This is an optimization exercise on Yosys and OpenROAD, whose aim is small area, a short achievable clock period and few clock cycles, not a production implementation.
Function not checked in this run: the RTL went through the layout flow alone.
Power and IR drop assume default switching activity.

===== design/flow/design.v =====
module ndef_dec (
    input  wire        clk,
    input  wire        rst,           
    input  wire        req,
    input  wire [7:0]  op,
    input  wire [7:0]  arg,
    output wire        busy,
    output reg         done,
    output reg  [2:0]  res,
    output reg  [3:0]  cause,
    output reg         badtxt,
    output wire [15:0] tb_len,
    output wire [15:0] txt_off,
    output wire [15:0] txt_len,
    output wire [15:0] idx,
    input  wire [15:0] rd_addr,
    output reg  [7:0]  rd_data
);
    localparam CAP = 128;
    localparam [7:0] OP_DEC   = 8'h30;
    localparam [7:0] OP_TBCLR = 8'h40;
    localparam [7:0] OP_TBAPP = 8'h41;
    localparam [2:0] R_OK        = 3'd1;
    localparam [2:0] R_FOUND     = 3'd4;
    localparam [2:0] R_NOT_FOUND = 3'd5;
    localparam [2:0] R_REFUSED   = 3'd6;
    localparam [3:0] C_NONE       = 4'd0;
    localparam [3:0] C_CAP        = 4'd5;
    localparam [3:0] C_END        = 4'd7;
    localparam [3:0] C_TERMINATOR = 4'd8;
    localparam [3:0] C_TRUNCATED  = 4'd9;
    localparam [3:0] C_ILLEGAL_OP = 4'd10;
    localparam [3:0] M_T    = 4'd0,     
                     M_HDR  = 4'd1,     
                     M_RS   = 4'd2,     
                     M_L    = 4'd3,     
                     M_LX1  = 4'd4,     
                     M_LX2  = 4'd5,     
                     M_TL   = 4'd6,     
                     M_PL1  = 4'd7,     
                     M_PL4A = 4'd8,     
                     M_PL4B = 4'd9,
                     M_PL4C = 4'd10,
                     M_PL4D = 4'd11,    
                     M_ID   = 4'd12,    
                     M_TCHK = 4'd13,    
                     M_LANG = 4'd14,    
                     M_TXT  = 4'd15;    
    reg [CAP*8-1:0] ring;
    reg [6:0] rot;
    reg [6:0] ofs;                   
    reg [7:0] len;                   
    reg       busy_r;
    reg       wpend;                 
    wire      full = len[7];
    assign tb_len = {8'd0, len};
    assign busy   = busy_r;
    wire acc    = req && !busy_r;
    wire is_clr = acc && (op == OP_TBCLR);
    wire is_app = acc && (op == OP_TBAPP);
    wire is_dec = acc && (op == OP_DEC);
    wire app_ok = is_app && !full;
    reg        pend;                 
    reg [7:0]  pb;                   
    wire       ofs1    = (ofs == 7'd1);         
    wire       ofs2    = (ofs == 7'd2);
    wire       inj     = wpend && ofs1;
    wire [7:0] slot0   = inj ? pb : ring[7:0];
    always @(posedge clk)
        ring <= {slot0, ring[CAP*8-1:8]};
    wire [6:0] ra_g = rd_addr[6:0] & rot;
    wire [6:0] ra_p = rd_addr[6:0] ^ rot;
    wire [6:0] ra_c;                 
    assign ra_c[0] = 1'b0;
    assign ra_c[1] = ra_g[0];
    assign ra_c[2] = ra_g[1] | (ra_p[1] & ra_g[0]);
    assign ra_c[3] = ra_g[2] | (ra_p[2] & ra_c[2]);
    assign ra_c[4] = ra_g[3] | (ra_p[3] & ra_g[2]) | (ra_p[3] & ra_p[2] & ra_c[2]);
    assign ra_c[5] = ra_g[4] | (ra_p[4] & ra_c[4]);
    assign ra_c[6] = ra_g[5] | (ra_p[5] & ra_g[4]) | (ra_p[5] & ra_p[4] & ra_c[4]);
    wire [6:0] ra = ra_p ^ ra_c;
    wire [7:0]   ra_lo1 = 8'd1 << ra[2:0];
    wire [15:0]  ra_hi1 = 16'd1 << ra[6:3];
    wire [127:0] rsel;
    genvar gi, gj;
    generate
        for (gi = 0; gi < CAP; gi = gi + 1) begin : g_sel
            assign rsel[gi] = ra_hi1[gi / 8] & ra_lo1[gi % 8];
        end
    endgenerate
    wire [7:0] grp_n [0:42];
    generate
        for (gi = 0; gi < 43; gi = gi + 1) begin : g_grp
            for (gj = 0; gj < 8; gj = gj + 1) begin : g_bit
                ndef_aoi3 u_aoi (
                    .a0((gi == 0) ? slot0[gj] : ring[(3*gi)*8 + gj]), .s0(rsel[3*gi]),
                    .a1(ring[(3*gi+1)*8 + gj]),   .s1(rsel[3*gi+1]),
                    .a2((3*gi+2 < CAP) ? ring[((3*gi+2) % CAP)*8 + gj] : 1'b0),
                    .s2((3*gi+2 < CAP) ? rsel[(3*gi+2) % CAP] : 1'b0),
                    .y_n(grp_n[gi][gj])
                );
            end
        end
    endgenerate
    reg [7:0] rsel_or;
    integer gk;
    always @* begin
        rsel_or = 8'd0;
        for (gk = 0; gk < 43; gk = gk + 1)
            rsel_or = rsel_or | ~grp_n[gk];
    end
    always @(posedge clk)
        rd_data <= rsel_or;
    reg [3:0]  mode;
    reg        fin;                  
    reg        found;
    reg [7:0]  np;                   
    reg        t_fe, t_03;           
    reg        lhi_nz;               
    reg [7:0]  msgend;               
    reg        h_me, h_sr, h_il, h_tnf1;
    reg        tl1;                  
    reg [8:0]  rend;                 
    reg [7:0]  pl;                   
    reg        pl_big;               
    reg [7:0]  p2;                   
    reg        s_badtxt;
    wire [7:0] b   = pb;
    wire [7:0] p1  = len;
    wire [8:0] np1 = {1'b0, np} + 9'd1;
    wire       hit = pend && !fin && (np1 == {1'b0, len});
    wire       rs_hdr = !h_me && (np < msgend);
    wire       as_t   = (mode == M_T) || (mode == M_RS && !rs_hdr);
    wire       as_hdr = (mode == M_HDR) || (mode == M_RS && rs_hdr);
    wire [8:0] rend_inc  = rend + 9'd1 + ((mode == M_PL4A || mode == M_PL4B || mode == M_PL4C) ? 9'd0 : {1'b0, b});
    wire [8:0] rend_next = {rend_inc[8] | rend[8], rend_inc[7:0]};
    wire       s_nob     = (mode == M_PL1) || (mode == M_PL4D);
    wire       s_cin     = s_nob || (mode == M_ID);
    wire [8:0] psum      = {1'b0, p1} + {1'b0, s_nob ? 8'd0 : b} + {8'd0, s_cin};
    wire [7:0] psum_s    = {psum[8] | psum[7], psum[6:0]};
    wire [8:0] tsum      = {1'b0, pl} + {1'b0, ~b};
    reg [3:0]  n_mode;
    reg        n_fin, n_found;
    reg [7:0]  n_np;
    reg        n_t_fe, n_t_03, n_lhi_nz;
    reg [7:0]  n_msgend;
    reg        n_me, n_sr, n_il, n_tnf1, n_tl1;
    reg [8:0]  n_rend;
    reg [7:0]  n_pl, n_p2;
    reg        n_pl_big, n_badtxt;
    reg        go_body;
    always @* begin
        n_mode = mode;  n_fin = fin;  n_found = found;  n_np = np;
        n_t_fe = t_fe;  n_t_03 = t_03;  n_lhi_nz = lhi_nz;
        n_msgend = msgend;
        n_me = h_me;  n_sr = h_sr;  n_il = h_il;  n_tnf1 = h_tnf1;  n_tl1 = tl1;
        n_rend = rend;  n_pl = pl;  n_p2 = p2;
        n_pl_big = pl_big;  n_badtxt = s_badtxt;
        go_body = 1'b0;
        if (hit) begin
            n_np = p1;
            if (as_t) begin
                n_t_fe = (b == 8'hFE);
                n_t_03 = (b == 8'h03);
                n_mode = (b != 8'h00) ? M_L : M_T;
            end else if (as_hdr) begin
                n_me   = b[6];
                n_sr   = b[4];
                n_il   = b[3];
                n_tnf1 = (b[2:0] == 3'd1);
                n_mode = M_TL;
            end else begin
                case (mode)
                M_L, M_LX2: begin
                    if (mode == M_L && b == 8'hFF) begin
                        n_mode = M_LX1;
                    end else begin
                        if (mode == M_LX2 && lhi_nz)
                            n_msgend = 8'hFF;
                        else
                            n_msgend = psum_s;
                        if (t_fe) begin
                            n_fin   = 1'b1;
                            n_found = 1'b0;
                        end else if (t_03) begin
                            n_mode = ((mode == M_LX2 && lhi_nz) || b != 8'h00) ? M_HDR : M_T;
                        end else begin
                            n_mode = M_T;
                            n_np   = (mode == M_LX2 && lhi_nz) ? 8'hFF : psum_s;
                        end
                    end
                end
                M_LX1: begin
                    n_lhi_nz = (b != 8'h00);
                    n_mode   = M_LX2;
                end
                M_TL: begin
                    n_rend   = psum;
                    n_tl1    = (b == 8'd1);
                    n_pl     = 8'd0;
                    n_pl_big = 1'b0;
                    n_mode   = h_sr ? M_PL1 : M_PL4A;
                end
                M_PL1, M_PL4D: begin
                    n_pl     = b;
                    n_pl_big = pl_big | (mode == M_PL4D && pl != 8'd0);
                    n_rend   = {rend_next[8] | (mode == M_PL4D && (pl_big || pl != 8'd0)), rend_next[7:0]};
                    n_p2     = psum_s;
                    if (h_il) n_mode = M_ID;
                    else      go_body = 1'b1;
                end
                M_PL4A, M_PL4B, M_PL4C: begin
                    n_pl     = b;
                    n_pl_big = pl_big | (pl != 8'd0);
                    n_rend   = rend_next;
                    n_mode   = mode + 4'd1;
                end
                M_ID: begin
                    n_rend  = rend_next;
                    n_p2    = psum_s;
                    go_body = 1'b1;
                end
                M_TCHK: begin
                    if (b == 8'h54) begin
                        n_np = p2;
                        if (pl == 8'd0 && !pl_big) begin
                            n_badtxt = 1'b1;
                            n_mode   = M_RS;
                        end else begin
                            n_mode = M_LANG;
                        end
                    end else begin
                        n_np   = {rend[8] | rend[7], rend[6:0]};
                        n_mode = M_RS;
                    end
                end
                M_LANG: begin
                    if (!pl_big && !tsum[8]) begin
                        n_badtxt = 1'b1;
                        n_np     = {rend[8] | rend[7], rend[6:0]};
                        n_mode   = M_RS;
                    end else begin
                        n_p2 = psum[7:0];                
                        n_pl = tsum[7:0];                
                        if (!pl_big && pl == 8'd1) begin
                            n_fin   = 1'b1;
                            n_found = 1'b1;
                        end else begin
                            n_mode = M_TXT;
                            n_np   = rend[8] ? 8'hFF : (rend[7:0] - 8'd1);
                        end
                    end
                end
                M_TXT: begin
                    n_fin   = 1'b1;
                    n_found = 1'b1;
                end
                default: ;
                endcase
            end
            if (go_body) begin
                if (h_tnf1 && tl1) begin
                    n_mode = M_TCHK;
                end else begin
                    n_np   = {n_rend[8] | n_rend[7], n_rend[6:0]};
                    n_mode = M_RS;
                end
            end
        end
    end
    wire txt_now  = hit && (mode == M_TXT);
    wire lang_now = hit && (mode == M_LANG) && !pl_big && (pl == 8'd1) && (b == 8'd0);
    reg [2:0] d_res;
    reg [3:0] d_cause;
    reg [7:0] d_idx, d_off, d_len;
    always @* begin
        d_idx = fin ? np : len;
        d_off = 8'd0;
        d_len = 8'd0;
        if (fin ? found : txt_now) begin
            d_off = p2;
            d_len = pl;
        end else if (lang_now) begin
            d_off = len;
        end
        if (n_fin) begin
            if (n_found) begin
                d_res   = R_FOUND;
                d_cause = C_NONE;
            end else begin
                d_res   = R_NOT_FOUND;
                d_cause = C_TERMINATOR;
            end
        end else begin
            d_res = R_NOT_FOUND;
            case (n_mode)
            M_T, M_HDR, M_RS:   d_cause = C_END;
            M_L, M_LX1, M_LX2:  d_cause = n_t_fe ? C_TERMINATOR : C_TRUNCATED;
            default:            d_cause = C_TRUNCATED;
            endcase
        end
    end
    reg [7:0] o_off, o_len, o_idx;
    assign txt_off = {8'd0, o_off};
    assign txt_len = {8'd0, o_len};
    assign idx     = {8'd0, o_idx};
    always @(posedge clk) begin
        if (rst) begin
            done   <= 1'b0;
            res    <= 3'd0;
            cause  <= 4'd0;
            badtxt <= 1'b0;
            len    <= 8'd0;
            o_off  <= 8'd0;
            o_len  <= 8'd0;
            o_idx  <= 8'd0;
            pend   <= 1'b0;
            wpend  <= 1'b0;
            busy_r <= 1'b0;
        end else begin
            pend   <= app_ok;
            wpend  <= app_ok || (wpend && !ofs1);
            busy_r <= (app_ok && !ofs1) || (wpend && !ofs1 && !ofs2);
            if (busy_r) begin
                if (ofs2)
                    done <= 1'b1;
            end else if (app_ok && !ofs1) begin
                done <= 1'b0;
            end else if (acc)
                done <= 1'b1;
            if (is_clr) begin
                len   <= 8'd0;
                res   <= R_OK;
                cause <= C_NONE;
            end else if (is_app) begin
                if (full) begin
                    res   <= R_REFUSED;
                    cause <= C_CAP;
                end else begin
                    len   <= len + 8'd1;
                    res   <= R_OK;
                    cause <= C_NONE;
                end
            end else if (is_dec) begin
                res    <= d_res;
                cause  <= d_cause;
                badtxt <= n_badtxt;
                o_off  <= d_off;
                o_len  <= d_len;
                o_idx  <= d_idx;
            end else if (acc) begin
                res   <= R_REFUSED;
                cause <= C_ILLEGAL_OP;
            end
        end
    end
    always @(posedge clk) begin
        if (!busy_r) begin
            pb <= arg;
        end
    end
    always @(posedge clk) begin
        if (rst || is_clr) begin
            rot <= 7'd1;
            ofs <= 7'd1;
        end else begin
            rot <= rot - 7'd1;
            ofs <= app_ok ? ofs : ofs - 7'd1;
        end
    end
    always @(posedge clk) begin
        if (rst || is_clr) begin
            mode     <= M_T;
            fin      <= 1'b0;
            np       <= 8'd0;
            s_badtxt <= 1'b0;
        end else begin
            mode     <= n_mode;
            fin      <= n_fin;
            np       <= n_np;
            s_badtxt <= n_badtxt;
        end
    end
    always @(posedge clk) begin
        found   <= n_found;
        t_fe    <= n_t_fe;
        t_03    <= n_t_03;
        lhi_nz  <= n_lhi_nz;
        msgend  <= n_msgend;
        h_me    <= n_me;
        h_sr    <= n_sr;
        h_il    <= n_il;
        h_tnf1  <= n_tnf1;
        tl1     <= n_tl1;
        rend    <= n_rend;
        pl      <= n_pl;
        pl_big  <= n_pl_big;
        p2      <= n_p2;
    end
endmodule
module ndef_aoi3 (
    input  wire a0, s0, a1, s1, a2, s2,
    output wire y_n
);
    assign y_n = ~((a0 & s0) | (a1 & s1) | (a2 & s2));
endmodule

===== design/flow/flow/run.sh =====
#!/bin/bash
# The standard layout (standard.sh, with its unchanged synthesis), with
# more timing-repair effort: repair_timing aims for 6.5 ns of setup slack,
# ports are buffered with buf_2, and the resizer may change a cell's footprint.
bash standard.sh SETUP_SLACK_MARGIN=6.5 MATCH_CELL_FOOTPRINT=0 \
    "BUFFER_PORTS_ARGS=-buffer_cell sky130_fd_sc_hd__buf_2" finish > standard.log 2>&1

===== design/flow/standard.sh =====
#!/bin/bash
# synth_recipe.tcl (not shown) runs the flow's synth.tcl, then flattens the netlist and writes it again
# the make line also repeats each setting of config.mk as NAME=value (left out here)
make -C /OpenROAD-flow-scripts/flow DESIGN_CONFIG=/design/flow/config.mk WORK_HOME=/design/flow/orfs CLKGATE_MAP_FILE= SYNTH_SCRIPT=/design/flow/synth_recipe.tcl "${@:-finish}"

===== design/flow/config.mk =====
export PLATFORM = sky130hd
export DESIGN_NAME = ndef_dec
export DESIGN_NICKNAME = ndef_dec
export VERILOG_FILES = /design/flow/design.v
export SDC_FILE = /design/flow/constraint.sdc
export NUM_CORES = 4
export LEC_CHECK = 0
export CAP_MARGIN = 20
export CORE_MARGIN = 2
export CORE_UTILIZATION = 50
export CTS_CLUSTER_DIAMETER = 60
export CTS_CLUSTER_SIZE = 30
export SLEW_MARGIN = 20
export SYNTH_HIERARCHICAL = 1
export SYNTH_MINIMUM_KEEP_SIZE = 0

===== design/flow/constraint.sdc =====
create_clock -name core_clock -period 10.0 [get_ports {clk}]
set_input_delay 2.0000 -clock core_clock [delete_from_list [all_inputs] [get_ports {clk}]]
set_output_delay 2.0000 -clock core_clock [all_outputs]
set_load 0.01 [all_outputs]

==> results.sh <==
export IMPL_status="timing/DRC/antenna clean"
export IMPL_cpPeakStageDelay_ps=700
export IMPL_port_buffers=75
export IMPL_crit_chain="buf_6, ha_4, fa_2, fa_1, or3b_2, buf_4, nor2_4, a222oi_1, nand4_1, nor4_4, nand3_1"
export IMPL_synth_ff_type="dfxtp_1"
export IMPL_viasPerCell=6.132
export IMPL_drt_wirelength_per_cell_um=24.05
export IMPL_initial_core_util=0.5059
export IMPL_drtIter0Drc=3167
export IMPL_p_int_mw=6.009
export IMPL_top_layer_used="met4"
export IMPL_io_pin_count=117
export IMPL_drc=0
export IMPL_routed_wirelength_um=89550
export IMPL_syn_area_per_cell_um2=12.78
export IMPL_end_kind="register"
export IMPL_multi_input_area_um2=10910
export IMPL_syn_inst=2664
export IMPL_syn_area_um2=34030
export IMPL_dpl_cell_count=3578
export IMPL_clk_path_buf_depth=3
export IMPL_antenna_found_initial=1
export IMPL_swShare=0.2471
export IMPL_power_switching_mw=1.972
export IMPL_yosys_warnings=7
export IMPL_stdcell_count=3723
export IMPL_grt_overflow_total=0
export IMPL_clk_latency_ps=670
export IMPL_pwr_share_seq=0.583
export IMPL_place_hpwl_um=62000
export IMPL_die_area_um2=70170
export IMPL_drt_pass1_iterations=13
export IMPL_startpoint_type="primary input"
export IMPL_drive_gt1_frac=0.1499
export IMPL_crit_path_max_fanout=16
export IMPL_cp_num_buf_inv=2
export IMPL_fin_crit_ps=5079
export IMPL_max_freq_ghz=0.1969
export IMPL_setup_tns_ps=0
export IMPL_critPathRequiredTime_ps=10520
export IMPL_slew_headroom=0.3249
export IMPL_gp_congestion=0.9248
export IMPL_synth_top_area_share=0.6506
export IMPL_root_buffer="clkbuf_16"
export IMPL_slew_viol_final=0
export IMPL_synth_most_common_cell="dfxtp_1"
export IMPL_fp_dieW_um=264.9
export IMPL_synth_edf_count=49
export IMPL_hp_class="reg2reg"
export IMPL_p_clk_frac=0.364
export IMPL_p_total_mw=7.981
export IMPL_p_leak_nw=14.35
export IMPL_cts_buffers=59
export IMPL_ir_worst_vdd_uv=151.2
export IMPL_fp_coreArea_um2=67280
export IMPL_cts_tree="yes"
export IMPL_synthTopCellsByCount="1,106 x dfxtp_1, 344 x a222oi_1, 251 x nor2_1"
export IMPL_htreeDepth=2
export IMPL_crit_path_top_delay_cell="a222oi_1"
export IMPL_cts_sinks=1155
export IMPL_grt_setup_unrepaired="true"
export IMPL_fill_cells=5455
export IMPL_synth_seq_cells=1155
export IMPL_critPathKind="in2reg"
export IMPL_finalHoldViolCount=0
export IMPL_final_core_util=0.5770
export IMPL_drtAntennaViolNets=0
export IMPL_pwr_share_comb=0.052
export IMPL_grt_max_degree=47
export IMPL_synth_async_reset_ratio=0
export IMPL_area_growth_pct=14.06
export IMPL_wl_met1_um=41800
export IMPL_num_vias=22830
export IMPL_nets=2896
export IMPL_ys_top_cells_by_area="dfxtp_1 65%, a222oi_1 10%, edfxtp_1 4.3%, nor2_1 2.8%, ha_1 1.7%"
export IMPL_yosysUniqueCellTypes=87
export IMPL_wl_met3_um=5538
export IMPL_dr_wl_met2_um=40450
export IMPL_rows=95
export IMPL_arrival_ps=5600
export IMPL_finClkSkew_ps=23.89
export IMPL_tightest_slew_ps=1008
export IMPL_powerDensity_nw_per_um2=205.6
export IMPL_seqCellArea_um2=23640
export IMPL_first_global_vias=22200
export IMPL_worst_setup_hold_path_clk_slew_ps=100
export IMPL_max_cap_violations=0
export IMPL_timing_final_crit_share=0.5079
export IMPL_ys_seq_area_frac=0.6938
export IMPL_setup_viol=0
export IMPL_synth_top_cell_by_area="dfxtp_1"
export IMPL_track_usage=0.2481
export IMPL_path_delay_family="simple AND/OR/NAND/NOR gates"
export IMPL_grt_pass1_wl_um=135100
export IMPL_die_h_um=264.9
==> metrics by stage <==
| stage | area [um2] | hold WS [ps] | worst slack (ps) |
|---|---|---|---|
| 2_1_floorplan | 34450 | 329.8 | 5309 |
| 3_3_place_gp | 35470 | 332.1 | 3471 |
| 3_5_place_dp | 35470 | 336.3 | 3438 |
| 4_1_cts | 38400 | 333.9 | 5079 |
| 5_1_grt | 38820 | 325.5 | 4873 |
| 6_report | 38820 | 331.6 | 4921 |
==> Yosys stat by module, one instance, submodules excluded <==
module,copies in the design,cells,cell area (um2),flip-flops and latches
ndef_aoi3,344,1,10.01,0
ndef_dec,1,2320,30590,1155
==> final cells by class <==
class	instances	area share
tap	873	0.02814
sequential	1155	0.6089
inverter	39	0.003965
clock buffer	65	0.03965
antenna	1	0.00006446
timing repair buffer	132	0.02321
multi-input combinational	1421	0.2810
clock inverter	37	0.01512
==> flip-flops by register name, indices dropped and copies added, names as in the netlist, 3 cells and up <==
signal / count
o_len: 8
cause: 4
res: 3
ring: 1024
rend: 9
len: 8
rd_data: 8
np: 8
o_off: 8
o_idx: 8
msgend: 8
ofs: 7
pb: 8
p2: 8
pl: 8
mode: 4
rot: 7
==> layer usage <==
metal | up-vias | track usage
met5 | - | 0
met4 | 0 | 0.05970
met3 | 109 | 0.03567
met2 | 777 | 0.3888
met1 | 11410 | 0.3628
li1 | 10540 | -
==> worst paths after layout <==
| path | from | endpoint | slack (ps) | depth (start not counted) |
|---|---|---|---|---|
| worst max-delay path | rd_addr[0] | rd_data[1] | 4920 | 11 |
| worst min-delay path | ring[489] | ring[481] | 330 | 0 |
| worst min register to register | ring[489] | ring[481] | 330 | 0 |
| worst max register to register | rot[0] | rd_data[1] | 5940 | 10 |
==> cell families after synthesis <==
logic type / synth area share
xor+xnor: 0.01261
flops: 0.6938
compound gates: 0.1532
mux: 0.005294
simple gates: 0.09404
buf+inv: 0.01993
fa+ha+maj: 0.02103
other cells: 0.0001102
==> timing repair <==
item	4_1_cts	5_1_grt
hold buffers	0	0
gates cloned	1	1
setup buffers	25	15
endpoints found under the hold margin	0	0
pin swaps	49	59
endpoints found under the setup margin	56	31
gates resized for setup	131	58
==> power groups by stage <==
| stage | clock, mW | sequential (mW) | combinational [mW] |
|---|---|---|---|
| 6_report | 2.91 | 4.66 | 0.417 |
| 5_1_grt | 3.12 | 4.66 | 0.439 |
| 4_1_cts | 2.96 | 4.66 | 0.387 |
| 3_5_place_dp | 0 | 4.76 | 0.350 |
| 3_3_place_gp | 0 | 4.76 | 0.343 |
| 2_1_floorplan | 0 | 4.76 | 0.222 |
==> cell usage in the layout, fill, tap and decap left out, types with 23 or more instances in the layout <==
master     count
inv_1         35
nor2_1       190
edfxtp_1      49
clkbuf_16     60
nand4_1       88
buf_4         44
nand2_1       93
dfxtp_1     1094
xnor2_1       23
a21oi_1       55
nor2_2        47
o21ai_0       37
nor3_1        31
a222oi_1     344
conb_1        48
ha_1          41
nand3_1       44
buf_2         75
==> worst reg2reg max path, stage by stage (launching register included) <==
cell and delay [ps]:
dfxtp_1 370, ha_4 180, fa_2 340, fa_1 570, or3b_2 250, buf_4 410
nor2_4 110, a222oi_1 700, nand4_1 300, nor4_4 490, nand3_1 200

what the ideal ports hide:
Ports are ideal in the flow. The routed layout listed here was re-timed in OpenROAD.
Step 1 (the two cells are an assumption about what drives the block):
set clk [get_ports {clk}]
set_driving_cell -lib_cell sky130_fd_sc_hd__clkbuf_16 $clk
set_driving_cell -lib_cell sky130_fd_sc_hd__buf_2 [delete_from_list [all_inputs] $clk]
Step 2, shift: input delay + t, output delay - t, t = (earliest + latest rising clock arrival at the registers) / 2. This alone moves slack from input paths to output paths.
Slacks: ideal ports / drivers / drivers and shift; pairs: ideal ports / drivers.
t, ns: 0.723
setup WS [ns]: 4.921 / 4.941 / 4.218
hold slack, ns: 0.332 / 0.332 / 0.332
worst register clock-pin slew, ns: 0.11 / 0.11
worst data-port slew with drivers (ns): 0.05
After both steps this run still meets setup and hold. The setup slack of this run moves by +0.020 ns with the drivers and by -0.703 ns with both steps.
